From an optimization exercise on the open Yosys and OpenROAD flow, aimed at small area, a short achievable clock period and few clock cycles per item; shortcuts taken in it are not production practice.
No run shown here included a check of the RTL's function; only the layout flow was run.
Power and IR drop assume default switching activity.

[constraint.sdc]
create_clock -name core_clock -period 15.0 [get_ports {clk}]
set_input_delay 3.0000 -clock core_clock [delete_from_list [all_inputs] [get_ports {clk}]]
set_output_delay 3.0000 -clock core_clock [all_outputs]
set_load 0.01 [all_outputs]
[run.sh]
#!/bin/bash
# synth_recipe.tcl (not shown) runs the flow's synth.tcl, then flattens the netlist and writes it again
# the make line also repeats each setting of config.mk as NAME=value (left out here)
make -C /OpenROAD-flow-scripts/flow DESIGN_CONFIG=/design/flow/config.mk WORK_HOME=/design/flow/orfs CLKGATE_MAP_FILE= SYNTH_SCRIPT=/design/flow/synth_recipe.tcl finish
[config.mk]
export PLATFORM = sky130hd
export DESIGN_NAME = envelope_generator
export DESIGN_NICKNAME = envelope_generator
export VERILOG_FILES = /design/flow/design.v
export SDC_FILE = /design/flow/constraint.sdc
export NUM_CORES = 4
export LEC_CHECK = 0
export CAP_MARGIN = 20
export CORE_MARGIN = 2
export CORE_UTILIZATION = 40
export SLEW_MARGIN = 20
export SYNTH_MEMORY_MAX_BITS = 65536
[design.v]
module attack_step_rom (
    input  wire [5:0]  addr,
    output wire [26:0] data
);
    localparam [64*27-1:0] TABLE = {
            27'd67108864,
            27'd3170297,
            27'd3170297,
            27'd2983809,
            27'd2669724,
            27'd2341142,
            27'd1976289,
            27'd1636282,
            27'd1463214,
            27'd1289612,
            27'd1079250,
            27'd884734,
            27'd800917,
            27'd714433,
            27'd611141,
            27'd500573,
            27'd434783,
            27'd372976,
            27'd310559,
            27'd250286,
            27'd218014,
            27'd187406,
            27'd156076,
            27'd125246,
            27'd109320,
            27'd93703,
            27'd78198,
            27'd62597,
            27'd54738,
            27'd46923,
            27'd39109,
            27'd31298,
            27'd27369,
            27'd23465,
            27'd19554,
            27'd15650,
            27'd13689,
            27'd11736,
            27'd9779,
            27'd7825,
            27'd6846,
            27'd5868,
            27'd4890,
            27'd3912,
            27'd3423,
            27'd2934,
            27'd2445,
            27'd1956,
            27'd1711,
            27'd1467,
            27'd1222,
            27'd978,
            27'd855,
            27'd733,
            27'd611,
            27'd489,
            27'd427,
            27'd366,
            27'd305,
            27'd244,
            27'd0,
            27'd0,
            27'd0,
            27'd0
        };
    assign data = TABLE[addr*27 +: 27];
endmodule
module decay_step_rom (
    input  wire [5:0]  addr,
    output wire [17:0] data
);
    localparam [64*18-1:0] TABLE = {
            18'd221260,
            18'd221260,
            18'd221260,
            18'd208245,
            18'd186324,
            18'd163392,
            18'd137928,
            18'd114199,
            18'd102120,
            18'd90004,
            18'd75322,
            18'd61747,
            18'd55897,
            18'd49861,
            18'd42652,
            18'd34935,
            18'd30344,
            18'd26030,
            18'd21674,
            18'd17467,
            18'd15215,
            18'd13079,
            18'd10892,
            18'd8741,
            18'd7629,
            18'd6539,
            18'd5457,
            18'd4368,
            18'd3820,
            18'd3274,
            18'd2729,
            18'd2184,
            18'd1910,
            18'd1637,
            18'd1364,
            18'd1092,
            18'd955,
            18'd819,
            18'd682,
            18'd546,
            18'd477,
            18'd409,
            18'd341,
            18'd273,
            18'd238,
            18'd204,
            18'd170,
            18'd136,
            18'd119,
            18'd102,
            18'd85,
            18'd68,
            18'd59,
            18'd51,
            18'd42,
            18'd34,
            18'd29,
            18'd25,
            18'd21,
            18'd17,
            18'd0,
            18'd0,
            18'd0,
            18'd0
        };
    assign data = TABLE[addr*18 +: 18];
endmodule
module envelope_generator (
    input  wire        clk,
    input  wire        rst,           
    input  wire        cmd_valid,
    output wire        cmd_ready,
    input  wire [1:0]  cmd_op,        
    input  wire [4:0]  cmd_voice,     
    input  wire [3:0]  cmd_ar,        
    input  wire [3:0]  cmd_d1r,       
    input  wire [3:0]  cmd_d2r,       
    input  wire [3:0]  cmd_rr,        
    input  wire [3:0]  cmd_dl,        
    input  wire [3:0]  cmd_krs,       
    input  wire [3:0]  cmd_oct,       
    input  wire        cmd_oct_lsb,   
    output reg         rsp_valid,
    output reg  [9:0]  rsp_level,     
    output reg         rsp_stop       
);
    localparam NV  = 28;
    localparam NCB = 2;               
    localparam [1:0] OP_TICK   = 2'd0;
    localparam [1:0] OP_RECALC = 2'd1;
    localparam [1:0] OP_KEYON  = 2'd2;
    localparam [1:0] OP_KEYOFF = 2'd3;
    localparam [1:0] ATTACK  = 2'd0;
    localparam [1:0] DECAY1  = 2'd1;
    localparam [1:0] DECAY2  = 2'd2;
    localparam [1:0] RELEASE = 2'd3;
    localparam [26:0] EG_CEIL = 27'd67043328;    
    localparam W = 54;
    function automatic [4:0] inc28(input [4:0] x);
        inc28 = (x == 5'd27) ? 5'd0 : x + 5'd1;
    endfunction
    function automatic [4:0] dist28(input [4:0] a, input [4:0] b);
        reg [5:0] d;
        begin
            d = {1'b0, b} - {1'b0, a};
            dist28 = d[5] ? d[4:0] + 5'd28 : d[4:0];
        end
    endfunction
    reg [4:0] vc;           
    reg [4:0] sweep;        
    wire      sweeping = (sweep != 5'd0);
    always @(posedge clk) begin
        if (rst) begin
            vc    <= 5'd26;       
            sweep <= 5'd28;
        end else begin
            vc <= inc28(vc);
            if (sweeping) sweep <= sweep - 5'd1;
        end
    end
    localparam CW = 36;
    wire [CW-1:0] cmd_in = {cmd_op, cmd_voice, cmd_ar, cmd_d1r, cmd_d2r, cmd_rr,
                            cmd_dl, cmd_krs, cmd_oct, cmd_oct_lsb};
    reg          ir_v, sk_v;
    reg [CW-1:0] ir, sk;
    assign cmd_ready = !sk_v;
    wire xfer = cmd_valid && !sk_v;
    wire [1:0] ir_op    = ir[35:34];
    wire [4:0] ir_voice = ir[33:29];
    wire [3:0] ir_ar    = ir[28:25];
    wire [3:0] ir_d1r   = ir[24:21];
    wire [3:0] ir_d2r   = ir[20:17];
    wire [3:0] ir_rr    = ir[16:13];
    wire [3:0] ir_dl    = ir[12:9];
    wire [3:0] ir_krs   = ir[8:5];
    wire [3:0] ir_oct   = ir[4:1];
    wire       ir_lsb   = ir[0];
    wire       ir_tick  = (ir_op == OP_TICK);
    wire [3:0] oct_m1  = ir_oct - 4'd1;
    wire [5:0] ks      = {{2{oct_m1[3]}}, oct_m1} + {2'b0, ir_krs};       
    wire [5:0] ir_krv  = (ir_krs == 4'd15) ? 6'd16 : {ks[4:0], ir_lsb} + 6'd16;
    wire [25:0] ir_rates = {ir_ar, ir_d1r, ir_d2r, ir_rr, ir_krv, ir_dl};
    reg [4:0] h_nv, t_nv;
    reg [4:0] h_cnt, t_cnt;           
    reg [4:0] h_end, t_end;           
    wire h_on = (h_cnt != 5'd0);
    wire t_on = (t_cnt != 5'd0);
    wire proc = h_on && (h_nv == vc);      
    wire [4:0] tl_cnt = t_on ? t_cnt : h_cnt;
    wire [4:0] tl_end = t_on ? t_end : h_end;
    wire can_extend = (tl_cnt != 5'd0) && (tl_cnt != 5'd28) && (tl_end == ir_voice);
    wire tick_ok = can_extend || !t_on;
    function automatic in_run(input [4:0] nv, input [4:0] e, input [4:0] cnt, input [4:0] v);
        begin
            if (cnt == 5'd0)       in_run = 1'b0;
            else if (cnt == 5'd28) in_run = 1'b1;
            else if (nv < e)       in_run = (v >= nv) && (v < e);
            else                   in_run = (v >= nv) || (v < e);
        end
    endfunction
    wire in_h = in_run(h_nv, h_end, h_cnt, ir_voice);
    wire in_t = in_run(t_nv, t_end, t_cnt, ir_voice);
    wire pend0 = !in_h && !in_t;
    wire pend1 = in_h ^ in_t;
    reg         cb_v     [0:NCB-1];
    reg         cb_after [0:NCB-1];    
    reg  [4:0]  cb_voice [0:NCB-1];
    reg         cb_hr    [0:NCB-1];    
    reg  [1:0]  cb_env   [0:NCB-1];    
    reg  [25:0] cb_rates [0:NCB-1];
    reg          e_any, e_after, f_any;
    reg [NCB-1:0] e_hit, f_sel;
    reg          a_any, a_hr;
    reg [1:0]    a_env;
    reg [25:0]   a_rates;
    integer i;
    always @(*) begin
        e_any = 1'b0; e_after = 1'b0; e_hit = {NCB{1'b0}};
        f_any = 1'b0; f_sel = {NCB{1'b0}};
        a_any = 1'b0; a_hr = 1'b0; a_env = 2'b00; a_rates = 26'd0;
        for (i = 0; i < NCB; i = i + 1) begin
            if (cb_v[i] && cb_voice[i] == ir_voice) begin
                e_hit[i] = 1'b1;
                e_any    = 1'b1;
                e_after  = cb_after[i];
            end
            if (!cb_v[i] && !f_any) begin
                f_sel[i] = 1'b1;
                f_any    = 1'b1;
            end
            if (cb_v[i] && !cb_after[i] && cb_voice[i] == vc) begin
                a_any   = 1'b1;
                a_hr    = cb_hr[i];
                a_env   = cb_env[i];
                a_rates = cb_rates[i];
            end
        end
    end
    wire cfg_ok = (ir_voice != vc) &&
                  (e_any ? (e_after ? pend1 : pend0) : ((pend0 || pend1) && f_any));
    wire disp = ir_v && (ir_tick ? tick_ok : cfg_ok);
    wire disp_tick = disp && ir_tick;
    wire disp_cfg  = disp && !ir_tick;
    always @(posedge clk) begin
        if (rst) begin
            ir_v <= 1'b0;
            sk_v <= 1'b0;
        end else if (!ir_v || disp) begin
            if (sk_v) begin
                ir   <= sk;
                ir_v <= 1'b1;
                sk_v <= 1'b0;
            end else begin
                ir   <= cmd_in;
                ir_v <= xfer;
            end
        end else if (xfer) begin
            sk_v <= 1'b1;
        end
        if (!sk_v) sk <= cmd_in;
    end
    reg [4:0] nh_nv, nh_cnt, nh_end, nt_nv, nt_cnt, nt_end;
    always @(*) begin
        nh_nv = h_nv; nh_cnt = h_cnt; nh_end = h_end;
        nt_nv = t_nv; nt_cnt = t_cnt; nt_end = t_end;
        if (proc) begin
            nh_nv  = inc28(h_nv);
            nh_cnt = h_cnt - 5'd1;
        end
        if (disp_tick) begin
            if (can_extend) begin
                if (t_on) begin
                    nt_cnt = t_cnt + 5'd1;
                    nt_end = inc28(t_end);
                end else begin
                    nh_cnt = nh_cnt + 5'd1;
                    nh_end = inc28(h_end);
                end
            end else if (nh_cnt == 5'd0) begin
                nh_nv  = ir_voice;
                nh_cnt = 5'd1;
                nh_end = inc28(ir_voice);
            end else begin
                nt_nv  = ir_voice;
                nt_cnt = 5'd1;
                nt_end = inc28(ir_voice);
            end
        end
        if (nh_cnt == 5'd0 && nt_cnt != 5'd0) begin
            nh_nv  = nt_nv;
            nh_cnt = nt_cnt;
            nh_end = nt_end;
            nt_cnt = 5'd0;
        end
    end
    always @(posedge clk) begin
        if (rst) begin
            h_cnt <= 5'd0;
            t_cnt <= 5'd0;
        end else begin
            h_cnt <= nh_cnt;
            t_cnt <= nt_cnt;
        end
        h_nv  <= nh_nv;
        h_end <= nh_end;
        t_nv  <= nt_nv;
        t_end <= nt_end;
    end
    always @(posedge clk) begin
        for (i = 0; i < NCB; i = i + 1) begin
            if (rst) begin
                cb_v[i] <= 1'b0;
            end else begin
                if (cb_v[i] && cb_voice[i] == vc) begin
                    if (!cb_after[i]) cb_v[i]     <= 1'b0;    
                    else if (proc)    cb_after[i] <= 1'b0;    
                end
                if (disp_cfg && (e_any ? e_hit[i] : f_sel[i])) begin
                    cb_v[i]     <= 1'b1;
                    cb_voice[i] <= ir_voice;
                    if (!e_any) cb_after[i] <= pend1;
                    if (ir_op != OP_KEYOFF) begin
                        cb_hr[i]    <= 1'b1;
                        cb_rates[i] <= ir_rates;
                    end else if (!e_any) begin
                        cb_hr[i]    <= 1'b0;
                    end
                    case (ir_op)
                        OP_KEYON:  cb_env[i] <= 2'b01;
                        OP_KEYOFF: cb_env[i] <= {1'b1, e_any & cb_env[i][0]};
                        default:   if (!e_any) cb_env[i] <= 2'b00;
                    endcase
                end
            end
        end
    end
    reg [W-1:0] p0, p1, p2, p3, p4;
    reg [W-1:0] sh [5:27];
    reg         t1, t2, t3, t4;
    reg [5:0]   idx2;
    reg [26:0]  step3;
    reg         c4;                  
    localparam [W-1:0] RESET_REC = {ATTACK, 26'd0, 26'd0};
    reg [W-1:0] eff;
    always @(*) begin
        eff = sweeping ? RESET_REC : p0;
        if (a_any) begin
            if (a_hr) eff[25:0] = a_rates;
            if (a_env[0]) begin
                eff[53:52] = ATTACK;
                eff[51:26] = 26'd0;
            end
            if (a_env[1]) eff[53:52] = RELEASE;
        end
    end
    wire [1:0] st1 = p1[53:52];
    wire [3:0] code1 = (st1 == ATTACK) ? p1[25:22] :
                       (st1 == DECAY1) ? p1[21:18] :
                       (st1 == DECAY2) ? p1[17:14] : p1[13:10];
    wire [5:0] krv1 = p1[9:4];
    wire [6:0] sum1 = {1'b0, code1, 2'b00} + {1'b0, krv1};    
    wire [5:0] idx1 = (code1 == 4'd0)  ? 6'd0  :
                      (code1 == 4'd15) ? 6'd63 :
                      (sum1 < 7'd16)   ? 6'd0  :
                      (sum1 > 7'd79)   ? 6'd63 : sum1[5:0] - 6'd16;
    wire [26:0] a_step;
    wire [17:0] d_step;
    attack_step_rom u_ar (.addr(idx2), .data(a_step));
    decay_step_rom  u_dr (.addr(idx2), .data(d_step));
    wire [26:0] step2 = (p2[53:52] == ATTACK) ? a_step : {9'd0, d_step};
    wire [1:0]  st3  = p3[53:52];
    wire [25:0] vol3 = p3[51:26];
    wire [26:0] r3   = (st3 == ATTACK) ? {1'b0, vol3} + step3 : {1'b0, vol3} - step3;
    wire [1:0]  st4  = p4[53:52];
    wire [25:0] r4   = p4[51:26];
    wire [3:0]  thr4 = ~p4[3:0];                         
    reg  [1:0]  nst4;
    reg  [25:0] nvol4;
    reg         stop4;
    always @(*) begin
        nst4  = st4;
        stop4 = 1'b0;
        if (st4 == ATTACK) begin
            if (c4 || (&r4[25:16])) begin               
                nvol4 = EG_CEIL[25:0];
                nst4  = DECAY1;
            end else begin
                nvol4 = r4;
            end
        end else begin
            nvol4 = c4 ? 26'd0 : r4;
            if (st4 == DECAY1 && nvol4[25:16] <= {thr4, 6'b0}) nst4 = DECAY2;
            if (st4 == RELEASE) stop4 = (nvol4 == 26'd0);
        end
    end
    integer k;
    always @(posedge clk) begin
        p1    <= eff;
        p2    <= p1;
        idx2  <= idx1;
        p3    <= p2;
        step3 <= step2;
        p4    <= t3 ? {st3, r3[25:0], p3[25:0]} : p3;
        c4    <= r3[26];
        sh[5] <= t4 ? {nst4, nvol4, p4[25:0]} : p4;
        for (k = 6; k <= 27; k = k + 1) sh[k] <= sh[k-1];
        p0    <= sh[27];
        if (rst) begin
            t1 <= 1'b0;
            t2 <= 1'b0;
            t3 <= 1'b0;
            t4 <= 1'b0;
            rsp_valid <= 1'b0;
        end else begin
            t1 <= proc;
            t2 <= t1;
            t3 <= t2;
            t4 <= t3;
            rsp_valid <= t4;
        end
        rsp_level <= nvol4[25:16];
        rsp_stop  <= stop4;
    end
endmodule
==> out/qor.csv, run 1 <==
metric,value,unit
run_status,no timing/DRC/antenna violations,
clk_path_buf_depth,3,
initialDrtViolationCount,1651,
postPlaceCellArea,0.04830,mm^2
timing_hold_violations_final,0,
clock-skew-final,0.03876,ns
floorplan.die.height,343.6,um
rr_endpoint,h_end[0],
clock_power_share,44.2,%
crit_arrival,6.15,ns
synth_seq_area_share,78.11,%
placeable_core_area,0.1143,mm^2
numCtsBuffers,157,
cts_root_buffer,sky130_fd_sc_hd__clkbuf_16,
maximum_number_of_pins_on_one_net_before_global_route_repair,64,
ant_nets,0,
synthDominantAreaCellType,sky130_fd_sc_hd__dfxtp_1,
grt_overflow_total,0,
groute.usage.overall,13.21,%
cells_after_synth,3292,
drt_wl_total,77.29,mm
die-area,0.1180,mm^2
comb_power_share,3.1,%
primary_ff_master_synth,sky130_fd_sc_hd__dfxtp_1,
mostFrequentLayoutCell,sky130_fd_sc_hd__dfxtp_1,
worstHoldPathCells,0,
worstHoldEndpoint,sh[7][53],
row_count,124,
seq_power_share,52.7,%
power_per_cell_area,169.6,mW/mm^2
setup_buffers_after_cts,0,
postSynthAreaPerCell,14.01,um^2
p_int,7.210,mW
cts_resized,0,
grt_first_pass_wirelength,122.0,mm
cellLeakagePower,21.19,nW
regArea,0.03603,mm^2
initial_utilization,40.34,%
detail_route.drc_violations,0,
timing.final.max_slew_violations,0,
timing.max_cap.violations,0,
diodes,0,
first_global_vias,22284,
place.gp.congestion,0.8804,
fin_setup_tns,0,ns
routed-via-count,22888,
p_total,9.109,mW
reg2regPathDepth,18,
finalSetupViolCount,0,
min-delay-path-class,reg2reg,
finalInstanceArea,0.05372,mm^2
netlist-cell-type-count,86,
nFillCells,9909,
syn_to_final_growth,16.47,%
synth_async_sr_flop_share,0,%
htree_num_levels,4,
post-route-worst-setup-slack,9.317,ns
grt_antenna_before_repair,1,
fmax,176.0,MHz
swShare,20.85,%
max-vdd-ir-drop,0.00009677,V
floorplan.io_pins,52,
cts_tree,yes,
port_buffers,51,
ys_top_cells_by_area,"sky130_fd_sc_hd__dfxtp_1 71%, sky130_fd_sc_hd__edfxtp_1 7.2%, sky130_fd_sc_hd__ha_1 2.7%",
drt-pass1-iter-count,7,
dp_hpwl,48.28,mm
synth_seq_cells,1744,
routed_via_density,4.530,
cts.clk_slew.worst_paths,0.06,ns
path_max_fanout,15,
clock-sinks,1744,
multiInputGateArea,0.009390,mm^2
drive_gt1_share,11.21,%
clkLatencyLatePin,0.76,ns
ctsHoldBuffers,0,
postLayoutCoreUtil,46.98,%
post-place-ws,9.346,ns
rsz0062_at_grt,false,
die_width,343.6,um
synth_nets,3433,
switching_power,1.899,mW
synth-edff-count,111,
final_period_minus_worst_setup_slack,5.683,ns
critical_path.reg2reg.startpoint,ir[30],
worstSetupStartpointType,flop,
final_cell_mix,"1628 x sky130_fd_sc_hd__dfxtp_1, 160 x sky130_fd_sc_hd__clkbuf_16, 156 x sky130_fd_sc_hd__nand2_1",
worst_margin_pin_slew,0.9786,ns
routedWlPerCell,15.30,um
cp.required,15.46,ns
timing.max_slew.rel_slack,34.16,%
yosys_warnings,8,
synth_top_cell_area_share,70.88,%
cp-end-kind,flop,
netlist_area,0.04612,mm^2
worst_hold_startpoint,sh[6][53],
finalCritPeriodShare,37.89,%
timing_worst_setup_path_type,reg2reg,
final_net_count,3561,
ff2ff_setup_slack,9.32,ns
per-stage QoR:
stage / cells / hold WS (ns)
floorplan: 3292 / 0.3096
global placement: 4772 / 0.3096
detailed placement: 4772 / 0.3121
CTS: 5052 / 0.2995
global route: 5053 / 0.3124
finish: 5053 / 0.3068
power groups by stage:
stage	sequential, mW	combinational, mW	clock, mW
6_report	4.80	0.283	4.02
2_1_floorplan	4.86	0.233	0
3_3_place_gp	4.90	0.281	0
4_1_cts	4.80	0.286	4.15
5_1_grt	4.80	0.321	4.34
3_5_place_dp	4.90	0.284	0
layout make-up:
class,instances,share of cell area [%]
Sequential cell,1744,67.07
Multi-Input combinational cell,1362,17.48
Clock buffer,216,8.310
Tap cell,1512,3.522
Clock inverter,64,1.737
Timing Repair Buffer,75,1.323
Inverter,80,0.5590
cells in the mapped netlist (58+ instances only):
cell type	n
sky130_fd_sc_hd__nor2_1	119
sky130_fd_sc_hd__mux2_2	68
sky130_fd_sc_hd__nand2_1	156
sky130_fd_sc_hd__dfxtp_1	1633
sky130_fd_sc_hd__ha_1	99
sky130_fd_sc_hd__inv_1	79
sky130_fd_sc_hd__and2_1	58
sky130_fd_sc_hd__o21ai_0	119
sky130_fd_sc_hd__edfxtp_1	111
sky130_fd_sc_hd__clkbuf_1	89
sky130_fd_sc_hd__xnor2_1	59
sky130_fd_sc_hd__a21oi_1	154
flip-flops by register name (all words and copies together), names as in the netlist, 4 cells and up:
| name | flops |
|---|---|
| cb_env | 4 |
| cb_rates | 52 |
| cb_voice | 10 |
| h_cnt | 5 |
| h_end | 5 |
| h_nv | 5 |
| idx2 | 6 |
| ir | 36 |
| p0 | 54 |
| p1 | 54 |
| p2 | 54 |
| p3 | 54 |
| p4 | 54 |
| rsp_level | 10 |
| sh | 1242 |
| sk | 36 |
| step3 | 23 |
| sweep | 5 |
| t_cnt | 5 |
| t_end | 5 |
| t_nv | 5 |
| vc | 5 |
layer usage:
layer  vias to the layer above  track usage (%)  wire length, um
met3                       150            2.868             3498
met4                         0            5.631             2281
met2                       480            19.94            33590
li1                      11464                -                -
met5                         -                0                0
met1                     10794            18.32            37920
worst max path at each step:
stage / startpoint / slack [ns] / cells past startpoint / to
finish: ir[30] / 9.32 / 18 / h_end[0]
global route: ir[30] / 8.90 / 18 / h_end[0]
CTS: ir[30] / 9.32 / 18 / h_end[2]
detailed placement: ir[30] / 9.35 / 18 / h_end[4]
global placement: ir[30] / 9.41 / 18 / h_end[3]
floorplan: ir[29] / 9.69 / 20 / cb_rates[1][0]
kinds of logic (layout without fill, tap and decap cells):
group	count (synthesis)	after routing	synth area share, %
AND/OR/NAND/NOR	569	569	6.248
XOR/XNOR	97	97	1.842
multiplexers	95	95	2.436
buffers and inverters	186	435	1.595
adder cells (fa/ha/maj)	104	104	2.859
AO/OA/AOI/OAI	497	497	6.915
flip-flops	1744	1744	78.11
worst max-delay path: stages, from the launching register on:
cell and delay (ns):
sky130_fd_sc_hd__edfxtp_1 0.75, sky130_fd_sc_hd__ha_1 0.33, sky130_fd_sc_hd__a21boi_0 0.12, sky130_fd_sc_hd__o21ai_0 0.15
sky130_fd_sc_hd__a21boi_0 0.10, sky130_fd_sc_hd__o21ai_0 0.17, sky130_fd_sc_hd__nand2b_1 0.08, sky130_fd_sc_hd__maj3_1 0.42
sky130_fd_sc_hd__a21oi_1 0.20, sky130_fd_sc_hd__a21oi_1 0.07, sky130_fd_sc_hd__ha_1 0.35, sky130_fd_sc_hd__mux2i_1 0.08
sky130_fd_sc_hd__or4b_1 0.50, sky130_fd_sc_hd__a311oi_1 0.40, sky130_fd_sc_hd__nor2_1 0.17, sky130_fd_sc_hd__o31a_1 0.37
sky130_fd_sc_hd__and2_1 0.22, sky130_fd_sc_hd__o31a_4 0.44, sky130_fd_sc_hd__or3_1 0.46
==> run 2, diff against run 1 <==
--- a/config.mk
+++ b/config.mk
@@ -8,5 +8,7 @@
 export CAP_MARGIN = 20
 export CORE_MARGIN = 2
-export CORE_UTILIZATION = 40
+export CORE_UTILIZATION = 60
+export CTS_BUF_LIST = sky130_fd_sc_hd__clkbuf_8
+export CTS_CLUSTER_SIZE = 30
 export SLEW_MARGIN = 20
 export SYNTH_MEMORY_MAX_BITS = 65536
==> out/qor.csv, run 2 <==
metric,value,unit,change
run_status,no timing/DRC/antenna violations,,unchanged
cts.clk_slew.worst_paths,0.07,ns,was 0.06 ns
syn_to_final_growth,14.57,%,was 16.47%
mostFrequentLayoutCell,sky130_fd_sc_hd__dfxtp_1,,unchanged
htree_num_levels,4,,unchanged
crit_path_top_delay_cell,sky130_fd_sc_hd__edfxtp_1,,unchanged
synthDominantAreaCellType,sky130_fd_sc_hd__dfxtp_1,,unchanged
synth_async_sr_flop_share,0,%,unchanged
grt_overflow_total,0,,unchanged
synth_top_cells_by_count,"1633 x sky130_fd_sc_hd__dfxtp_1, 156 x sky130_fd_sc_hd__nand2_1, 154 x sky130_fd_sc_hd__a21oi_1",,unchanged
synth_nets,3433,,unchanged
timing_worst_setup_path_type,reg2reg,,unchanged
netlist_area,0.04612,mm^2,unchanged
regMostFlops,sh,,unchanged
clk_path_buf_depth,3,,unchanged
timing.max_cap.violations,0,,unchanged
placeable_core_area,0.07608,mm^2,was 0.1143 mm^2
cellLeakagePower,21.46,nW,was 21.19 nW
drt-pass1-iter-count,5,,was 7
clock-skew-final,0.09398,ns,was 0.03876 ns
cts_root_buffer,sky130_fd_sc_hd__clkbuf_8,,was sky130_fd_sc_hd__clkbuf_16
layout.cells.non_filler,4717,,was 5053
timing.max_slew.rel_slack,23.35,%,was 34.16%
crit_arrival,6.42,ns,was 6.15 ns
fmax,169.7,MHz,was 176.0 MHz
fin_setup_tns,0,ns,unchanged
routed-via-count,23869,,was 22888
min-delay-path-class,reg2reg,,unchanged
die-area,0.07910,mm^2,was 0.1180 mm^2
worstPathCellList,"ha_1, a21boi_0, o21ai_0, a21boi_0, o21ai_0, nand2b_1, maj3_1, a21oi_1, a21oi_1, ha_1, mux2i_1, or4b_1, a311oi_1, nor2_1, o31a_1, and2_1, o31a_4, or3_1",,unchanged
initial_utilization,60.63,%,was 40.34%
yosysMostFrequentCell,sky130_fd_sc_hd__dfxtp_1,,unchanged
floorplan.io_pins,52,,unchanged
worst_margin_pin_slew,1.121,ns,was 0.9786 ns
row_count,101,,was 124
ant_nets,0,,unchanged
power_per_cell_area,165.9,mW/mm^2,was 169.6 mW/mm^2
yosys_warnings,8,,unchanged
timing.final.max_slew_violations,0,,unchanged
final_net_count,3631,,was 3561
cp.required,15.53,ns,was 15.46 ns
cts_resized,0,,unchanged
place.gp.congestion,0.8801,,was 0.8804
initialDrtViolationCount,1520,,was 1651
die_width,281.3,um,was 343.6 um
netlist-cell-type-count,86,,unchanged
numCtsBuffers,234,,was 157
clock-sinks,1744,,unchanged
path_max_fanout,15,,unchanged
cp-end-kind,flop,,unchanged
final_cell_mix,"1629 x sky130_fd_sc_hd__dfxtp_1, 303 x sky130_fd_sc_hd__clkbuf_8, 159 x sky130_fd_sc_hd__inv_1",,"was 1628 x sky130_fd_sc_hd__dfxtp_1, 160 x sky130_fd_sc_hd__clkbuf_16, 156 x sky130_fd_sc_hd__nand2_1"
grt_first_pass_wirelength,133.5,mm,was 122.0 mm
routedWlPerCell,17.83,um,was 15.30 um
groute.usage.overall,21.67,%,was 13.21%
max-vdd-ir-drop,0.0001286,V,was 0.00009677 V
rsz0062_at_grt,false,,unchanged
cells_after_synth,3292,,unchanged
largest_reg_flops,1242,,unchanged
synth-edff-count,111,,unchanged
setup_buffers_after_cts,0,,unchanged
final_period_minus_worst_setup_slack,5.893,ns,was 5.683 ns
drt_wl_total,84.08,mm,was 77.29 mm
routed_via_density,5.060,,was 4.530
ctsHoldBuffers,0,,unchanged
grt_antenna_before_repair,1,,unchanged
detail_route.drc_violations,0,,unchanged
worstSetupStartpointType,flop,,unchanged
finalCritPeriodShare,39.29,%,was 37.89%
port_buffers,51,,unchanged
maximum_number_of_pins_on_one_net_before_global_route_repair,61,,was 64
cts_tree,yes,,unchanged
synth_top_cell_area_share,70.88,%,unchanged
floorplan.die.height,281.3,um,was 343.6 um
postSynthAreaPerCell,14.01,um^2,unchanged
drive_gt1_share,13.38,%,was 11.21%
dp_hpwl,50.95,mm,was 48.28 mm
numPlacedInstances,4284,,was 4772
ys_top_cells_by_area,"sky130_fd_sc_hd__dfxtp_1 71%, sky130_fd_sc_hd__edfxtp_1 7.2%, sky130_fd_sc_hd__ha_1 2.7%",,unchanged
finalSetupViolCount,0,,unchanged
synth_seq_area_share,78.11,%,unchanged
synth_seq_cells,1744,,unchanged
clkLatencyLatePin,0.90,ns,was 0.76 ns
primary_ff_master_synth,sky130_fd_sc_hd__dfxtp_1,,unchanged
first_global_vias,24637,,was 22284
critPathMaxStageDelay,0.80,ns,was 0.75 ns
timing_hold_violations_final,0,,unchanged
[run 2: logic make-up after synthesis]
kind of cell / Yosys count / synth area share (%)
AND/OR/NAND/NOR: 569 / 6.248
flip-flops: 1744 / 78.11
AO/OA/AOI/OAI: 497 / 6.915
adder cells (fa/ha/maj): 104 / 2.859
buffers and inverters: 186 / 1.595
XOR/XNOR: 97 / 1.842
multiplexers: 95 / 2.436
[run 2: through the flow]
| step | utilization (%) | setup WS (ns) | instance area (um^2) | total power, mW | hold slack (ns) |
|---|---|---|---|---|---|
| 3_3_place_gp | 62.63 | 9.242 | 47650 | 5.178 | 0.3095 |
| 3_5_place_dp | 62.66 | 9.258 | 47670 | 5.188 | 0.3121 |
| 5_1_grt | 69.46 | 8.780 | 52840 | 9.111 | 0.2564 |
| 2_1_floorplan | - | 9.686 | 46120 | 5.097 | 0.3096 |
| 6_report | 69.46 | 9.107 | 52840 | 8.767 | 0.2638 |
| 4_1_cts | 69.46 | 9.196 | 52840 | 8.870 | 0.2573 |
[run 2: final timing paths]
path,endpoint,slack [ns],depth (start not counted),from
max,h_end[2],9.11,18,ir[30]
max reg2reg,h_end[2],9.11,18,ir[30]
min reg2reg,p3[28],0.26,0,p2[28]
min,p3[28],0.26,0,p2[28]
[run 2: power breakdown]
| part | internal (mW) | switching (mW) |
|---|---|---|
| Clock | 1.95 | 1.73 |
| Combinational | 0.134 | 0.153 |
| Sequential | 4.74 | 0.0614 |
| Total | 6.82 | 1.95 |
[run 2: critical path: cells and delay by family, from the launching register on]
family	cells	cell delay, ns
muxes	1	0.07
and+or+nand+nor	5	1.46
AOI/OAI and AO/OA	9	2.16
adders and majority gates	3	1.08
DFF	1	0.80
[run 2: layer usage]
metal	vias to the layer above	share of wire (%)	GRT usage (%)
met5	-	0	0
met4	0	2.0	7.624
met2	597	47	35.04
met3	129	4.5	4.406
met1	11496	46	29.11
li1	11647	-	-
[run 2: final cells by class]
type | count | area [um^2]
sequential | 1744 | 36030
fill | 4920 | 23230
multi-input combinational | 1362 | 9415
clock buffer | 303 | 4170
tap | 1030 | 1289
clock inverter | 128 | 996.0
timing repair buffer | 68 | 638.1
inverter | 80 | 300.3
antenna | 2 | 5.005
==> run 3, diff against run 2 <==
--- a/design.v
+++ b/design.v
@@ -201,5 +201,6 @@
     reg          ir_v, sk_v;
     reg [CW-1:0] ir, sk;
-    assign cmd_ready = !sk_v;
+    reg rdy;                          
+    assign cmd_ready = rdy;
     wire xfer = cmd_valid && !sk_v;
     wire [1:0] ir_op    = ir[35:34];
@@ -228,4 +229,12 @@
     wire can_extend = (tl_cnt != 5'd0) && (tl_cnt != 5'd28) && (tl_end == ir_voice);
     wire tick_ok = can_extend || !t_on;
+    reg         cb_v     [0:NCB-1];
+    reg         cb_res   [0:NCB-1];    
+    reg  [1:0]  cb_w     [0:NCB-1];    
+    reg         cb_ts    [0:NCB-1];    
+    reg  [4:0]  cb_voice [0:NCB-1];
+    reg         cb_hr    [0:NCB-1];    
+    reg  [1:0]  cb_env   [0:NCB-1];    
+    reg  [25:0] cb_rates [0:NCB-1];
     function automatic in_run(input [4:0] nv, input [4:0] e, input [4:0] cnt, input [4:0] v);
         begin
@@ -236,29 +245,21 @@
         end
     endfunction
-    wire in_h = in_run(h_nv, h_end, h_cnt, ir_voice);
-    wire in_t = in_run(t_nv, t_end, t_cnt, ir_voice);
-    wire pend0 = !in_h && !in_t;
-    wire pend1 = in_h ^ in_t;
-    reg         cb_v     [0:NCB-1];
-    reg         cb_after [0:NCB-1];    
-    reg  [4:0]  cb_voice [0:NCB-1];
-    reg         cb_hr    [0:NCB-1];    
-    reg  [1:0]  cb_env   [0:NCB-1];    
-    reg  [25:0] cb_rates [0:NCB-1];
-    reg          e_any, e_after, f_any;
-    reg [NCB-1:0] e_hit, f_sel;
+    reg          m_any, f_any;
+    reg [NCB-1:0] m_hit, f_sel, v_hit, c_hit;
     reg          a_any, a_hr;
     reg [1:0]    a_env;
     reg [25:0]   a_rates;
+    reg [1:0]    c_pend [0:NCB-1];
     integer i;
     always @(*) begin
-        e_any = 1'b0; e_after = 1'b0; e_hit = {NCB{1'b0}};
+        m_any = 1'b0; m_hit = {NCB{1'b0}};
         f_any = 1'b0; f_sel = {NCB{1'b0}};
         a_any = 1'b0; a_hr = 1'b0; a_env = 2'b00; a_rates = 26'd0;
         for (i = 0; i < NCB; i = i + 1) begin
-            if (cb_v[i] && cb_voice[i] == ir_voice) begin
-                e_hit[i] = 1'b1;
-                e_any    = 1'b1;
-                e_after  = cb_after[i];
+            v_hit[i] = cb_v[i] && (cb_voice[i] == ir_voice);
+            c_hit[i] = cb_v[i] && (cb_voice[i] == vc);
+            if (v_hit[i] && !cb_ts[i]) begin
+                m_hit[i] = 1'b1;
+                m_any    = 1'b1;
             end
             if (!cb_v[i] && !f_any) begin
@@ -266,5 +267,7 @@
                 f_any    = 1'b1;
             end
-            if (cb_v[i] && !cb_after[i] && cb_voice[i] == vc) begin
+            c_pend[i] = {1'b0, in_run(h_nv, h_end, h_cnt, cb_voice[i])}
+                      + {1'b0, in_run(t_nv, t_end, t_cnt, cb_voice[i])};
+            if (c_hit[i] && (cb_res[i] ? cb_w[i] : c_pend[i]) == 2'd0) begin
                 a_any   = 1'b1;
                 a_hr    = cb_hr[i];
@@ -274,6 +277,5 @@
         end
     end
-    wire cfg_ok = (ir_voice != vc) &&
-                  (e_any ? (e_after ? pend1 : pend0) : ((pend0 || pend1) && f_any));
+    wire cfg_ok = (ir_voice != vc) && (m_any || f_any);
     wire disp = ir_v && (ir_tick ? tick_ok : cfg_ok);
     wire disp_tick = disp && ir_tick;
@@ -283,4 +285,5 @@
             ir_v <= 1'b0;
             sk_v <= 1'b0;
+            rdy  <= 1'b0;
         end else if (!ir_v || disp) begin
             if (sk_v) begin
@@ -288,10 +291,13 @@
                 ir_v <= 1'b1;
                 sk_v <= 1'b0;
+                rdy  <= 1'b1;
             end else begin
                 ir   <= cmd_in;
                 ir_v <= xfer;
+                rdy  <= 1'b1;
             end
         end else if (xfer) begin
             sk_v <= 1'b1;
+            rdy  <= 1'b0;
         end
         if (!sk_v) sk <= cmd_in;
@@ -349,22 +355,30 @@
                 cb_v[i] <= 1'b0;
             end else begin
-                if (cb_v[i] && cb_voice[i] == vc) begin
-                    if (!cb_after[i]) cb_v[i]     <= 1'b0;    
-                    else if (proc)    cb_after[i] <= 1'b0;    
+                if (cb_v[i] && !cb_res[i]) begin
+                    cb_res[i] <= 1'b1;
+                    if (c_hit[i] && c_pend[i] == 2'd0) cb_v[i] <= 1'b0;    
+                    cb_w[i]   <= c_pend[i] - {1'b0, c_hit[i] && proc};
+                end else if (c_hit[i]) begin
+                    if (cb_w[i] == 2'd0) cb_v[i] <= 1'b0;      
+                    else if (proc)       cb_w[i] <= cb_w[i] - 2'd1;
                 end
-                if (disp_cfg && (e_any ? e_hit[i] : f_sel[i])) begin
-                    cb_v[i]     <= 1'b1;
-                    cb_voice[i] <= ir_voice;
-                    if (!e_any) cb_after[i] <= pend1;
+                if (disp_tick && v_hit[i]) cb_ts[i] <= 1'b1;
+                if (disp_cfg && (m_any ? m_hit[i] : f_sel[i])) begin
+                    if (!m_any) begin
+                        cb_v[i]     <= 1'b1;
+                        cb_res[i]   <= 1'b0;
+                        cb_ts[i]    <= 1'b0;
+                        cb_voice[i] <= ir_voice;
+                    end
                     if (ir_op != OP_KEYOFF) begin
                         cb_hr[i]    <= 1'b1;
                         cb_rates[i] <= ir_rates;
-                    end else if (!e_any) begin
+                    end else if (!m_any) begin
                         cb_hr[i]    <= 1'b0;
                     end
                     case (ir_op)
                         OP_KEYON:  cb_env[i] <= 2'b01;
-                        OP_KEYOFF: cb_env[i] <= {1'b1, e_any & cb_env[i][0]};
-                        default:   if (!e_any) cb_env[i] <= 2'b00;
+                        OP_KEYOFF: cb_env[i] <= {1'b1, m_any & cb_env[i][0]};
+                        default:   if (!m_any) cb_env[i] <= 2'b00;
                     endcase
                 end
--- a/config.mk
+++ b/config.mk
@@ -8,7 +8,5 @@
 export CAP_MARGIN = 20
 export CORE_MARGIN = 2
-export CORE_UTILIZATION = 60
-export CTS_BUF_LIST = sky130_fd_sc_hd__clkbuf_8
-export CTS_CLUSTER_SIZE = 30
+export CORE_UTILIZATION = 40
 export SLEW_MARGIN = 20
 export SYNTH_MEMORY_MAX_BITS = 65536
==> out/qor.csv, run 3 <==
metric,value,unit,change
die-area,0.1191,mm^2,was 0.07910 mm^2
postLayoutCoreUtil,47.02,%,was 69.46%
timing_worst_setup_path_type,reg2reg,,unchanged
max-vdd-ir-drop,0.00009750,V,was 0.0001286 V
dp_hpwl,48.99,mm,was 50.95 mm
worstHoldPathCells,0,,unchanged
syn_to_final_growth,16.90,%,was 14.57%
clock-sinks,1751,,was 1744
largest_reg_flops,1242,,unchanged
grt_first_pass_wirelength,122.2,mm,was 133.5 mm
postSynthAreaPerCell,13.88,um^2,was 14.01 um^2
netlist_area,0.04655,mm^2,was 0.04612 mm^2
regMostFlops,sh,,unchanged
htree_num_levels,4,,unchanged
place.gp.congestion,0.8796,,was 0.8801
final_cell_mix,"1629 x sky130_fd_sc_hd__dfxtp_1, 172 x sky130_fd_sc_hd__a21oi_1, 164 x sky130_fd_sc_hd__clkbuf_16",,"was 1629 x sky130_fd_sc_hd__dfxtp_1, 303 x sky130_fd_sc_hd__clkbuf_8, 159 x sky130_fd_sc_hd__inv_1"
cp.required,15.50,ns,was 15.53 ns
crit_path_top_delay_cell,sky130_fd_sc_hd__o31ai_4,,was sky130_fd_sc_hd__edfxtp_1
finalInstanceArea,0.05442,mm^2,was 0.05284 mm^2
fin_setup_tns,0,ns,unchanged
yosys_warnings,11,,was 8
cts_root_buffer,sky130_fd_sc_hd__clkbuf_16,,was sky130_fd_sc_hd__clkbuf_8
first_global_vias,22739,,was 24637
final_net_count,3650,,was 3631
run_status,no timing/DRC/antenna violations,,unchanged
yosysMostFrequentCell,sky130_fd_sc_hd__dfxtp_1,,unchanged
floorplan.die.height,345.1,um,was 281.3 um
reg2regPathDepth,16,,was 18
worstPathCellList,"inv_1, ha_1, nor4b_1, or3_1, o21ai_0, inv_1, ha_1, nand2b_1, a221oi_1, a21oi_1, o21ba_2, o22ai_1, nand4b_1, o31ai_4, o221ai_1, o21a_1",,"was ha_1, a21boi_0, o21ai_0, a21boi_0, o21ai_0, nand2b_1, maj3_1, a21oi_1, a21oi_1, ha_1, mux2i_1, or4b_1, a311oi_1, nor2_1, o31a_1, and2_1, o31a_4, or3_1"
clkLatencyLatePin,0.78,ns,was 0.90 ns
timing_hold_violations_final,0,,unchanged
crit_arrival,5.53,ns,was 6.42 ns
worstSetupStartpointType,flop,,unchanged
initialDrtViolationCount,1392,,was 1520
ys_top_cells_by_area,"sky130_fd_sc_hd__dfxtp_1 70%, sky130_fd_sc_hd__edfxtp_1 7.5%, sky130_fd_sc_hd__ha_1 3.3%",,"was sky130_fd_sc_hd__dfxtp_1 71%, sky130_fd_sc_hd__edfxtp_1 7.2%, sky130_fd_sc_hd__ha_1 2.7%"
critical_path.reg2reg.startpoint,h_cnt[0],,was ir[30]
cp-end-kind,flop,,unchanged
grt_antenna_before_repair,3,,was 1
synthDominantAreaCellType,sky130_fd_sc_hd__dfxtp_1,,unchanged
synth-edff-count,117,,was 111
synth_seq_cells,1751,,was 1744
drt-pass1-iter-count,5,,unchanged
mostFrequentLayoutCell,sky130_fd_sc_hd__dfxtp_1,,unchanged
placeable_core_area,0.1157,mm^2,was 0.07608 mm^2
routed_via_density,4.532,,was 5.060
drive_gt1_share,10.83,%,was 13.38%
cts_resized,0,,unchanged
rsz0062_at_grt,false,,unchanged
primary_ff_master_synth,sky130_fd_sc_hd__dfxtp_1,,unchanged
groute.usage.overall,12.96,%,was 21.67%
synth_nets,3518,,was 3433
initial_utilization,40.22,%,was 60.63%
worst_hold_startpoint,sh[14][29],,was p2[28]
maximum_number_of_pins_on_one_net_before_global_route_repair,63,,was 61
fmax,198.9,MHz,was 169.7 MHz
routedWlPerCell,15.01,um,was 17.83 um
timing.final.max_slew_violations,0,,unchanged
row_count,125,,was 101
die_width,345.1,um,was 281.3 um
final_period_minus_worst_setup_slack,5.029,ns,was 5.893 ns
routed-via-count,23330,,was 23869
min-delay-path-class,reg2reg,,unchanged
critPathMaxStageDelay,0.64,ns,was 0.80 ns
ff2ff_setup_slack,9.97,ns,was 9.11 ns
ant_nets,0,,unchanged
timing.max_slew.rel_slack,33.45,%,was 23.35%
cts_tree,yes,,unchanged
cellLeakagePower,21.60,nW,was 21.46 nW
rr_endpoint,h_end[0],,was h_end[2]
postPlaceCellArea,0.04877,mm^2,was 0.04767 mm^2
synth_top_cell_area_share,70.27,%,was 70.88%
grt_overflow_total,0,,unchanged
cells_after_synth,3354,,was 3292
clk_path_buf_depth,3,,unchanged
worst_margin_pin_slew,0.9959,ns,was 1.121 ns
port_buffers,51,,unchanged
drt_wl_total,77.27,mm,was 84.08 mm
setup_buffers_after_cts,0,,unchanged
netlist-cell-type-count,84,,was 86
floorplan.io_pins,52,,unchanged
power_per_cell_area,170.9,mW/mm^2,was 165.9 mW/mm^2
numCtsBuffers,161,,was 234
synth_async_sr_flop_share,0,%,unchanged
detail_route.drc_violations,0,,unchanged
synth_seq_area_share,77.82,%,was 78.11%
clock-skew-final,0.03762,ns,was 0.09398 ns
timing.max_cap.violations,0,,unchanged
cts.clk_slew.worst_paths,0.06,ns,was 0.07 ns
ctsHoldBuffers,0,,unchanged
worstHoldEndpoint,sh[15][29],,was p3[28]
synth_top_cells_by_count,"1634 x sky130_fd_sc_hd__dfxtp_1, 173 x sky130_fd_sc_hd__a21oi_1, 160 x sky130_fd_sc_hd__nand2_1",,"was 1633 x sky130_fd_sc_hd__dfxtp_1, 156 x sky130_fd_sc_hd__nand2_1, 154 x sky130_fd_sc_hd__a21oi_1"
finalSetupViolCount,0,,unchanged
finalCritPeriodShare,33.52,%,was 39.29%
path_max_fanout,17,,was 15
[run 3: changes by cell type after synthesis, sizes merged, moves of 10 or more]
cell,before,now
mux2,73,61
nor2,119,141
ha,99,122
clkbuf,89,79
nor3,36,62
inv,79,95
a21oi,154,173
nand3,47,34
and3,18,6
[run 3: final cells by class]
cell class	count	area [um^2]
fill	10116	61320
sequential	1751	36230
multi-input combinational	1402	9590
clock buffer	230	4672
tap	1524	1907
clock inverter	68	970.9
timing repair buffer	73	675.6
inverter	97	364.1
antenna	3	7.507
[run 3: kinds of logic after synthesis]
family | after synthesis | synth area share [%]
adders and majority gates | 129 | 3.494
buffers and inverters | 201 | 1.680
xor gates and xnor gates | 99 | 1.863
DFF | 1751 | 77.82
muxes | 76 | 1.959
AOI/OAI and AO/OA | 511 | 6.997
and+or+nand+nor | 587 | 6.188
[run 3: how the worst max path moves through the flow]
| stage | start | end | depth (start not counted) |
|---|---|---|---|
| 2_1_floorplan | rst | cb_hr[1] | 3 |
| 3_3_place_gp | rst | ir[17] | 3 |
| 3_5_place_dp | h_cnt[0] | h_end[4] | 15 |
| 4_1_cts | h_cnt[0] | h_end[0] | 16 |
| 5_1_grt | h_cnt[0] | h_end[0] | 16 |
| 6_report | h_cnt[0] | h_end[0] | 16 |
[run 3: power by group]
part | switching, mW | internal [mW] | leakage [nW]
logic | 0.185 | 0.154 | 4.61
clock network | 1.74 | 2.39 | 2.72
registers | 0.0687 | 4.76 | 14.3
[run 3: critical path: cells and delay by family (launching register included)]
kind                       cells  cell delay (ns)
AOI/OAI and AO/OA              8             2.58
adders and majority gates      2             0.38
buffers and inverters          2             0.22
DFF                            1             0.33
and+or+nand+nor                4             1.23
[run 3: metrics by stage]
stage / worst slack, ns / cells / total power, mW / hold WS [ns]
floorplan: 9.301 / 3354 / 5.170 / 0.3096
global placement: 10.09 / 4847 / 5.269 / 0.3095
detailed placement: 10.00 / 4847 / 5.276 / 0.3121
CTS: 9.926 / 5145 / 9.425 / 0.2959
global route: 9.470 / 5145 / 9.673 / 0.3027
finish: 9.971 / 5148 / 9.301 / 0.2986
[run 3: metal layers]
| layer | GRT usage (%) | vias to the layer above | part of all wire [%] |
|---|---|---|---|
| met5 | 0 | - | 0 |
| met4 | 5.639 | 0 | 2.9 |
| met3 | 2.876 | 154 | 4.3 |
| met2 | 19.87 | 468 | 44 |
| met1 | 17.62 | 11060 | 49 |
| li1 | - | 11648 | - |
==> run 4, diff against run 3 <==
--- a/design.v
+++ b/design.v
@@ -237,4 +237,5 @@
     reg  [1:0]  cb_env   [0:NCB-1];    
     reg  [25:0] cb_rates [0:NCB-1];
+    reg         cb_ap    [0:NCB-1];    
     function automatic in_run(input [4:0] nv, input [4:0] e, input [4:0] cnt, input [4:0] v);
         begin
@@ -269,5 +270,5 @@
             c_pend[i] = {1'b0, in_run(h_nv, h_end, h_cnt, cb_voice[i])}
                       + {1'b0, in_run(t_nv, t_end, t_cnt, cb_voice[i])};
-            if (c_hit[i] && (cb_res[i] ? cb_w[i] : c_pend[i]) == 2'd0) begin
+            if (cb_v[i] && cb_ap[i]) begin
                 a_any   = 1'b1;
                 a_hr    = cb_hr[i];
@@ -277,4 +278,6 @@
         end
     end
+    wire [4:0] vcn = inc28(vc);         
+    wire ir_pend0 = !in_run(h_nv, h_end, h_cnt, ir_voice) && !in_run(t_nv, t_end, t_cnt, ir_voice);
     wire cfg_ok = (ir_voice != vc) && (m_any || f_any);
     wire disp = ir_v && (ir_tick ? tick_ok : cfg_ok);
@@ -303,50 +306,43 @@
         if (!sk_v) sk <= cmd_in;
     end
-    reg [4:0] nh_nv, nh_cnt, nh_end, nt_nv, nt_cnt, nt_end;
-    always @(*) begin
-        nh_nv = h_nv; nh_cnt = h_cnt; nh_end = h_end;
-        nt_nv = t_nv; nt_cnt = t_cnt; nt_end = t_end;
-        if (proc) begin
-            nh_nv  = inc28(h_nv);
-            nh_cnt = h_cnt - 5'd1;
-        end
-        if (disp_tick) begin
-            if (can_extend) begin
-                if (t_on) begin
-                    nt_cnt = t_cnt + 5'd1;
-                    nt_end = inc28(t_end);
-                end else begin
-                    nh_cnt = nh_cnt + 5'd1;
-                    nh_end = inc28(h_end);
-                end
-            end else if (nh_cnt == 5'd0) begin
-                nh_nv  = ir_voice;
-                nh_cnt = 5'd1;
-                nh_end = inc28(ir_voice);
+    wire ext   = disp_tick && can_extend;
+    wire ext_h = ext && !t_on;                   
+    wire ext_t = ext && t_on;                    
+    wire nrun  = disp_tick && !can_extend;       
+    wire h_out = !h_on || (proc && h_cnt == 5'd1 && !ext_h);    
+    wire [4:0] h_nv1  = inc28(h_nv);
+    wire [4:0] h_end1 = inc28(h_end);
+    wire [4:0] t_end1 = inc28(t_end);
+    wire [4:0] v_end1 = inc28(ir_voice);
+    always @(posedge clk) begin
+        if (h_out) begin
+            if (t_on) begin
+                h_nv  <= t_nv;
+                h_cnt <= ext_t ? t_cnt + 5'd1 : t_cnt;
+                h_end <= ext_t ? t_end1 : t_end;
             end else begin
-                nt_nv  = ir_voice;
-                nt_cnt = 5'd1;
-                nt_end = inc28(ir_voice);
+                h_nv  <= ir_voice;
+                h_cnt <= nrun ? 5'd1 : 5'd0;
+                h_end <= v_end1;
+            end
+            t_cnt <= 5'd0;
+        end else begin
+            if (proc) h_nv <= h_nv1;
+            if (proc && !ext_h) h_cnt <= h_cnt - 5'd1;
+            else if (!proc && ext_h) h_cnt <= h_cnt + 5'd1;
+            if (ext_h) h_end <= h_end1;
+            if (ext_t) begin
+                t_cnt <= t_cnt + 5'd1;
+                t_end <= t_end1;
+            end else if (nrun) begin
+                t_nv  <= ir_voice;
+                t_cnt <= 5'd1;
+                t_end <= v_end1;
             end
         end
-        if (nh_cnt == 5'd0 && nt_cnt != 5'd0) begin
-            nh_nv  = nt_nv;
-            nh_cnt = nt_cnt;
-            nh_end = nt_end;
-            nt_cnt = 5'd0;
-        end
-    end
-    always @(posedge clk) begin
         if (rst) begin
             h_cnt <= 5'd0;
             t_cnt <= 5'd0;
-        end else begin
-            h_cnt <= nh_cnt;
-            t_cnt <= nt_cnt;
         end
-        h_nv  <= nh_nv;
-        h_end <= nh_end;
-        t_nv  <= nt_nv;
-        t_end <= nt_end;
     end
     always @(posedge clk) begin
@@ -355,12 +351,12 @@
                 cb_v[i] <= 1'b0;
             end else begin
+                if (cb_v[i] && cb_ap[i]) cb_v[i] <= 1'b0;    
                 if (cb_v[i] && !cb_res[i]) begin
                     cb_res[i] <= 1'b1;
-                    if (c_hit[i] && c_pend[i] == 2'd0) cb_v[i] <= 1'b0;    
                     cb_w[i]   <= c_pend[i] - {1'b0, c_hit[i] && proc};
-                end else if (c_hit[i]) begin
-                    if (cb_w[i] == 2'd0) cb_v[i] <= 1'b0;      
-                    else if (proc)       cb_w[i] <= cb_w[i] - 2'd1;
+                end else if (c_hit[i] && proc && cb_w[i] != 2'd0) begin
+                    cb_w[i]   <= cb_w[i] - 2'd1;
                 end
+                cb_ap[i] <= (cb_voice[i] == vcn) && ((cb_res[i] ? cb_w[i] : c_pend[i]) == 2'd0);
                 if (disp_tick && v_hit[i]) cb_ts[i] <= 1'b1;
                 if (disp_cfg && (m_any ? m_hit[i] : f_sel[i])) begin
@@ -370,4 +366,5 @@
                         cb_ts[i]    <= 1'b0;
                         cb_voice[i] <= ir_voice;
+                        cb_ap[i]    <= (ir_voice == vcn) && ir_pend0;
                     end
                     if (ir_op != OP_KEYOFF) begin
--- a/config.mk
+++ b/config.mk
@@ -8,5 +8,5 @@
 export CAP_MARGIN = 20
 export CORE_MARGIN = 2
-export CORE_UTILIZATION = 40
+export CORE_UTILIZATION = 65
 export SLEW_MARGIN = 20
 export SYNTH_MEMORY_MAX_BITS = 65536
==> out/qor.csv, run 4 <==
metric,value,unit,change
mostFrequentLayoutCell,sky130_fd_sc_hd__dfxtp_1,,unchanged
finalCritPeriodShare,31.29,%,was 33.52%
power_per_cell_area,175.7,mW/mm^2,was 170.9 mW/mm^2
grt_overflow_total,0,,unchanged
drt_wl_total,107.1,mm,was 77.27 mm
cells_after_synth,3434,,was 3354
synth_top_cell_area_share,68.49,%,was 70.27%
cp-end-kind,flop,,unchanged
timing.max_cap.violations,0,,unchanged
p_total,9.495,mW,was 9.301 mW
die-area,0.07498,mm^2,was 0.1191 mm^2
timing.final.max_slew_violations,0,,unchanged
synth_seq_area_share,76.99,%,was 77.82%
synthDominantAreaCellType,sky130_fd_sc_hd__dfxtp_1,,unchanged
cp.required,15.67,ns,was 15.50 ns
regMostFlops,sh,,unchanged
place.gp.congestion,0.8985,,was 0.8796
nFillCells,3924,,was 10116
worstPathCellList,"nor2_1, nand4b_1, nor4_1, nand2_1, or2_2, o21ai_0, xnor2_1, ha_1, o21ai_0, nor2_1, a311o_1, a2111oi_0, o41a_1, o211ai_1, a21oi_1, xnor2_1",,"was inv_1, ha_1, nor4b_1, or3_1, o21ai_0, inv_1, ha_1, nand2b_1, a221oi_1, a21oi_1, o21ba_2, o22ai_1, nand4b_1, o31ai_4, o221ai_1, o21a_1"
yosys_warnings,12,,was 11
first_global_vias,27049,,was 22739
cts_root_buffer,sky130_fd_sc_hd__clkbuf_16,,unchanged
synth_nets,3615,,was 3518
cts.clk_slew.worst_paths,0.07,ns,was 0.06 ns
ant_nets,0,,unchanged
setup_buffers_after_cts,0,,unchanged
final_cell_mix,"1617 x sky130_fd_sc_hd__dfxtp_1, 196 x sky130_fd_sc_hd__nand2_1, 174 x sky130_fd_sc_hd__a21oi_1",,"was 1629 x sky130_fd_sc_hd__dfxtp_1, 172 x sky130_fd_sc_hd__a21oi_1, 164 x sky130_fd_sc_hd__clkbuf_16"
max-vdd-ir-drop,0.0002080,V,was 0.00009750 V
placeable_core_area,0.07173,mm^2,was 0.1157 mm^2
initial_utilization,65.97,%,was 40.22%
port_buffers,51,,unchanged
crit_path_top_delay_cell,sky130_fd_sc_hd__a2111oi_0,,was sky130_fd_sc_hd__o31ai_4
drt-pass1-iter-count,6,,was 5
timing.max_slew.rel_slack,31.11,%,was 33.45%
cellLeakagePower,21.68,nW,was 21.60 nW
floorplan.die.height,273.8,um,was 345.1 um
row_count,98,,was 125
maximum_number_of_pins_on_one_net_before_global_route_repair,60,,was 63
dp_hpwl,57.92,mm,was 48.99 mm
timing_worst_setup_path_type,reg2reg,,unchanged
synth_seq_cells,1753,,was 1751
yosysMostFrequentCell,sky130_fd_sc_hd__dfxtp_1,,unchanged
rsz0062_at_grt,false,,unchanged
fin_setup_tns,0,ns,unchanged
synth_async_sr_flop_share,0,%,unchanged
run_status,no timing/DRC/antenna violations,,unchanged
synth-edff-count,134,,was 117
routedWlPerCell,23.15,um,was 15.01 um
floorplan.io_pins,52,,unchanged
clk_path_buf_depth,3,,unchanged
cts_tree,yes,,unchanged
netlist-cell-type-count,83,,was 84
timing_hold_violations_final,0,,unchanged
clkLatencyLatePin,0.77,ns,was 0.78 ns
htree_num_levels,4,,unchanged
detail_route.drc_violations,0,,unchanged
grt_first_pass_wirelength,165.0,mm,was 122.2 mm
final_period_minus_worst_setup_slack,4.694,ns,was 5.029 ns
routed-via-count,25849,,was 23330
netlist_area,0.04732,mm^2,was 0.04655 mm^2
grt_antenna_before_repair,3,,unchanged
numCtsBuffers,151,,was 161
final_net_count,3734,,was 3650
clock-skew-final,0.06932,ns,was 0.03762 ns
path_max_fanout,4,,was 17
primary_ff_master_synth,sky130_fd_sc_hd__dfxtp_1,,unchanged
postSynthAreaPerCell,13.78,um^2,was 13.88 um^2
worst_margin_pin_slew,1.033,ns,was 0.9959 ns
clock-sinks,1753,,was 1751
synth_top_cells_by_count,"1619 x sky130_fd_sc_hd__dfxtp_1, 196 x sky130_fd_sc_hd__nand2_1, 175 x sky130_fd_sc_hd__a21oi_1",,"was 1634 x sky130_fd_sc_hd__dfxtp_1, 173 x sky130_fd_sc_hd__a21oi_1, 160 x sky130_fd_sc_hd__nand2_1"
cts_resized,0,,unchanged
critPathMaxStageDelay,0.81,ns,was 0.64 ns
diodes,0,,was 3
ys_top_cells_by_area,"sky130_fd_sc_hd__dfxtp_1 68%, sky130_fd_sc_hd__edfxtp_1 8.5%, sky130_fd_sc_hd__ha_1 3.7%",,"was sky130_fd_sc_hd__dfxtp_1 70%, sky130_fd_sc_hd__edfxtp_1 7.5%, sky130_fd_sc_hd__ha_1 3.3%"
initialDrtViolationCount,2651,,was 1392
min-delay-path-class,reg2reg,,unchanged
largest_reg_flops,1242,,unchanged
syn_to_final_growth,14.19,%,was 16.90%
drive_gt1_share,10.12,%,was 10.83%
groute.usage.overall,29.10,%,was 12.96%
fmax,213.1,MHz,was 198.9 MHz
routed_via_density,5.587,,was 4.532
crit_arrival,5.37,ns,was 5.53 ns
ctsHoldBuffers,0,,unchanged
finalSetupViolCount,0,,unchanged
die_width,273.8,um,was 345.1 um
worstSetupStartpointType,flop,,unchanged
-- run 4: changes by cell type after synthesis, moves of 12 or more --
cell	before	now
sky130_fd_sc_hd__nand2_1	160	196
sky130_fd_sc_hd__nor3_1	62	40
sky130_fd_sc_hd__a21o_1	20	37
sky130_fd_sc_hd__edfxtp_1	117	134
sky130_fd_sc_hd__ha_1	122	139
sky130_fd_sc_hd__dfxtp_1	1634	1619
sky130_fd_sc_hd__nand2b_1	28	41
sky130_fd_sc_hd__a211oi_1	14	26
-- run 4: worst max-delay path, delay by kind of cell (launching register included) --
family	cells	cell delay (ns)
AOI/OAI and AO/OA	7	2.27
and+or+nand+nor	6	1.45
adders and majority gates	1	0.29
DFF	1	0.34
xor gates and xnor gates	2	0.29
-- run 4: path summary, 6_finish.rpt --
kind | from | endpoint | slack [ns] | cells after the start
setup / recovery | step3[2] | c4 | 10.31 | 16
hold / removal | sh[6][41] | sh[7][41] | 0.30 | 0
setup reg to reg | step3[2] | c4 | 10.31 | 16
hold reg to reg | sh[6][41] | sh[7][41] | 0.30 | 0
-- run 4: stage by stage --
| step | util [%] | instances | instance area [um^2] | hold WS [ns] | worst slack, ns |
|---|---|---|---|---|---|
| after floorplan | - | 3434 | 47320 | 0.3096 | 9.304 |
| after global placement | 68.00 | 4348 | 48780 | 0.3096 | 10.33 |
| after detailed placement | 68.02 | 4349 | 48790 | 0.3121 | 10.26 |
| after CTS | 75.30 | 4626 | 54010 | 0.2929 | 10.30 |
| after global routing | 75.33 | 4627 | 54040 | 0.3039 | 10.08 |
| final | 75.33 | 4627 | 54040 | 0.2999 | 10.31 |
-- run 4: final cells by class --
class	instances	area (um^2)	area share, %
inverter	92	345.3	0.6391
multi-input combinational	1478	10130	18.75
clock inverter	53	754.5	1.396
clock buffer	224	4466	8.264
sequential	1753	36440	67.43
timing repair buffer	77	713.2	1.320
tap	950	1189	2.200
-- run 4: cells by family (layout without fill, tap and decap cells) --
| logic type | after synthesis | in the layout | synth area share, % |
|---|---|---|---|
| muxes | 72 | 72 | 1.830 |
| adders and majority gates | 142 | 142 | 3.802 |
| and+or+nand+nor | 606 | 606 | 6.216 |
| AOI/OAI and AO/OA | 551 | 551 | 7.480 |
| xor gates and xnor gates | 107 | 107 | 1.980 |
| DFF | 1753 | 1753 | 76.99 |
| buffers and inverters | 203 | 446 | 1.700 |
-- run 4: power breakdown --
part	internal, mW	total (mW)	switching [mW]
clock network	2.23	4.03	1.80
logic	0.219	0.547	0.328
registers	4.83	4.92	0.0865
-- run 4: routing by layer --
layer / vias to the layer above / global-route usage (%) / share of wire, %
met2: 1032 / 47.91 / 48
met1: 12650 / 38.81 / 43
met3: 240 / 5.053 / 5.5
met5: - / 0 / 0.014
li1: 11925 / - / -
met4: 2 / 10.81 / 3.3
==> run 5, diff against run 4 <==
--- a/config.mk
+++ b/config.mk
@@ -9,4 +9,6 @@
 export CORE_MARGIN = 2
 export CORE_UTILIZATION = 65
+export CTS_CLUSTER_DIAMETER = 100
+export CTS_CLUSTER_SIZE = 24
 export SLEW_MARGIN = 20
 export SYNTH_MEMORY_MAX_BITS = 65536
==> out/qor.csv, run 5 <==
metric,value,unit,change
cts.clk_slew.worst_paths,0.09,ns,was 0.07 ns
rsz0062_at_grt,false,,unchanged
globalRouteMet1Util,35.64,%,was 38.81%
placeable_core_area,0.07173,mm^2,unchanged
final_period_minus_worst_setup_slack,4.599,ns,was 4.694 ns
synth_seq_cells,1753,,unchanged
synthDominantAreaCellType,sky130_fd_sc_hd__dfxtp_1,,unchanged
yosysMostFrequentCell,sky130_fd_sc_hd__dfxtp_1,,unchanged
die-area,0.07498,mm^2,unchanged
syn_to_final_growth,8.056,%,was 14.19%
place.gp.congestion,0.8985,,unchanged
yosys_warnings,12,,unchanged
clock-sinks,1753,,unchanged
regMostFlops,sh,,unchanged
clkLatencyLatePin,0.68,ns,was 0.77 ns
fmax,217.4,MHz,was 213.1 MHz
numPlacedInstances,4349,,unchanged
cp-end-kind,flop,,unchanged
synth_async_sr_flop_share,0,%,unchanged
timing.max_cap.violations,0,,unchanged
row_count,98,,unchanged
timing.max_slew.rel_slack,30.73,%,was 31.11%
nFillCells,4380,,was 3924
primary_ff_master_synth,sky130_fd_sc_hd__dfxtp_1,,unchanged
cts_resized,0,,unchanged
drt_wl_total,95.80,mm,was 107.1 mm
worst_hold_slack,0.3144,ns,was 0.2999 ns
reg2regPathDepth,16,,unchanged
synth_top_cell_area_share,68.49,%,unchanged
synth_top_cells_by_count,"1619 x sky130_fd_sc_hd__dfxtp_1, 196 x sky130_fd_sc_hd__nand2_1, 175 x sky130_fd_sc_hd__a21oi_1",,unchanged
worst_margin_pin_slew,1.039,ns,was 1.033 ns
initialDrtViolationCount,1912,,was 2651
netlist-cell-type-count,83,,unchanged
ctsHoldBuffers,0,,unchanged
power_per_cell_area,154.6,mW/mm^2,was 175.7 mW/mm^2
most_utilized_layer_in_the_global_route_result,met2,,unchanged
grt_antenna_before_repair,3,,unchanged
post-place-ws,10.26,ns,unchanged
floorplan.die.height,273.8,um,unchanged
postSynthAreaPerCell,13.78,um^2,unchanged
synth-edff-count,134,,unchanged
min-delay-path-class,reg2reg,,unchanged
drt-pass1-iter-count,6,,unchanged
htree_num_levels,3,,was 4
clock-skew-final,0.03394,ns,was 0.06932 ns
finalCritPeriodShare,30.66,%,was 31.29%
detail_route.drc_violations,0,,unchanged
regArea,0.03644,mm^2,unchanged
worstHoldPathCells,0,,unchanged
critPathMaxStageDelay,0.79,ns,was 0.81 ns
grt_overflow_total,0,,unchanged
synth_seq_area_share,76.99,%,unchanged
max-vdd-ir-drop,0.0001591,V,was 0.0002080 V
layout.cells.non_filler,4453,,was 4627
ff2ff_setup_slack,10.40,ns,was 10.31 ns
grt_first_pass_wirelength,147.4,mm,was 165.0 mm
fin_setup_tns,0,ns,unchanged
clk_path_buf_depth,3,,unchanged
cts_root_buffer,sky130_fd_sc_hd__clkbuf_16,,unchanged
die_width,273.8,um,unchanged
post-route-worst-setup-slack,10.40,ns,was 10.31 ns
run_status,no timing/DRC/antenna violations,,unchanged
timing_worst_setup_path_type,reg2reg,,unchanged
first_global_vias,25033,,was 27049
gr_util_met2,42.24,%,was 47.91%
multiInputGateArea,0.01013,mm^2,unchanged
diodes,0,,unchanged
drive_gt1_share,6.337,%,was 10.12%
netlist_area,0.04732,mm^2,unchanged
crit_arrival,5.12,ns,was 5.37 ns
largest_reg_flops,1242,,unchanged
[run 5: cell types whose count changed in the layout (fill, tap and decap cells not counted), sizes merged]
cell / previous run / this run
bufinv: 7 / 1
clkbuf: 224 / 95
clkinv: 33 / 1
clkinvlp: 7 / 0
[run 5: layout make-up]
type,instances,share of cell area (%)
Sequential cell,1753,71.26
Multi-Input combinational cell,1478,19.82
Clock buffer,95,4.233
Tap cell,950,2.324
Timing Repair Buffer,77,1.409
Inverter,92,0.6753
Clock inverter,8,0.2838
[run 5: cells by family after synthesis]
logic type	share of synthesized area, %
and+or+nand+nor	6.216
DFF	76.99
AOI/OAI and AO/OA	7.480
adders and majority gates	3.802
xor gates and xnor gates	1.980
muxes	1.830
buffers and inverters	1.700
[run 5: routing by layer]
layer  vias up  wire, um
met2       698     45760
met1     12005     43090
met5         -        27
li1      11691         -
met3       160      4718
met4         4      2194
[run 5: power by group]
part	internal [mW]	switching (mW)
Sequential	4.83	0.0838
Clock	1.05	1.40
Combinational	0.219	0.322
Total	6.10	1.80
[run 5: critical path: cells and delay by family, from the launching register on]
kind            cells  cell delay, ns
compound gates      8            2.28
xor+xnor            1            0.15
fa+ha+maj           1            0.29
flops               1            0.34
simple gates        6            1.40
[run 5: path summary, 6_finish.rpt]
check | end | start
worst max-delay path | p4[50] | step3[2]
worst min-delay path | p3[51] | p2[51]
worst min register to register | p3[51] | p2[51]
worst max register to register | p4[50] | step3[2]
[run 5: through the flow]
step | util (%) | instance area (um^2)
2_1_floorplan | - | 47320
3_3_place_gp | 68.00 | 48780
3_5_place_dp | 68.02 | 48790
4_1_cts | 71.24 | 51100
5_1_grt | 71.29 | 51140
6_report | 71.29 | 51140

==> re-timing with driven ports <==
Ports are ideal in the flow. The routed layouts listed here were re-timed in OpenROAD. Step 1 sets driving cells, clkbuf_16 on the clock port and buf_2 on the other inputs (assumed; they add their load-dependent delay and slew). Step 2 moves the port delays by t, midway between the first and last clock arrival at a register: inputs arrive t later, outputs are due t later. That takes back most of the time a late clock gives input paths. Three values: ideal ports, drivers, drivers and shift; two values: the first two.
run | t (ns) | setup slack, ns | hold WS [ns] | clock arrival spread, ns | slew at the worst register clock pin (ns)
run 1 | 0.808 | 9.317 / 9.317 / 9.317 | 0.307 / 0.307 / 0.307 | 0.044 / 0.043 | 0.07 / 0.07
run 2 | 0.922 | 9.107 / 9.107 / 9.107 | 0.264 / 0.264 / 0.264 | 0.116 / 0.117 | 0.08 / 0.08
run 3 | 0.818 | 9.971 / 9.971 / 9.971 | 0.299 / 0.299 / 0.299 | 0.050 / 0.049 | 0.07 / 0.07
run 4 | 0.800 | 10.306 / 10.285 / 10.306 | 0.300 / 0.300 / 0.300 | 0.075 / 0.075 | 0.08 / 0.08
run 5 | 0.728 | 10.401 / 10.351 / 10.401 | 0.314 / 0.314 / 0.314 | 0.040 / 0.039 | 0.10 / 0.10
After both steps setup and hold are still met in every run listed.
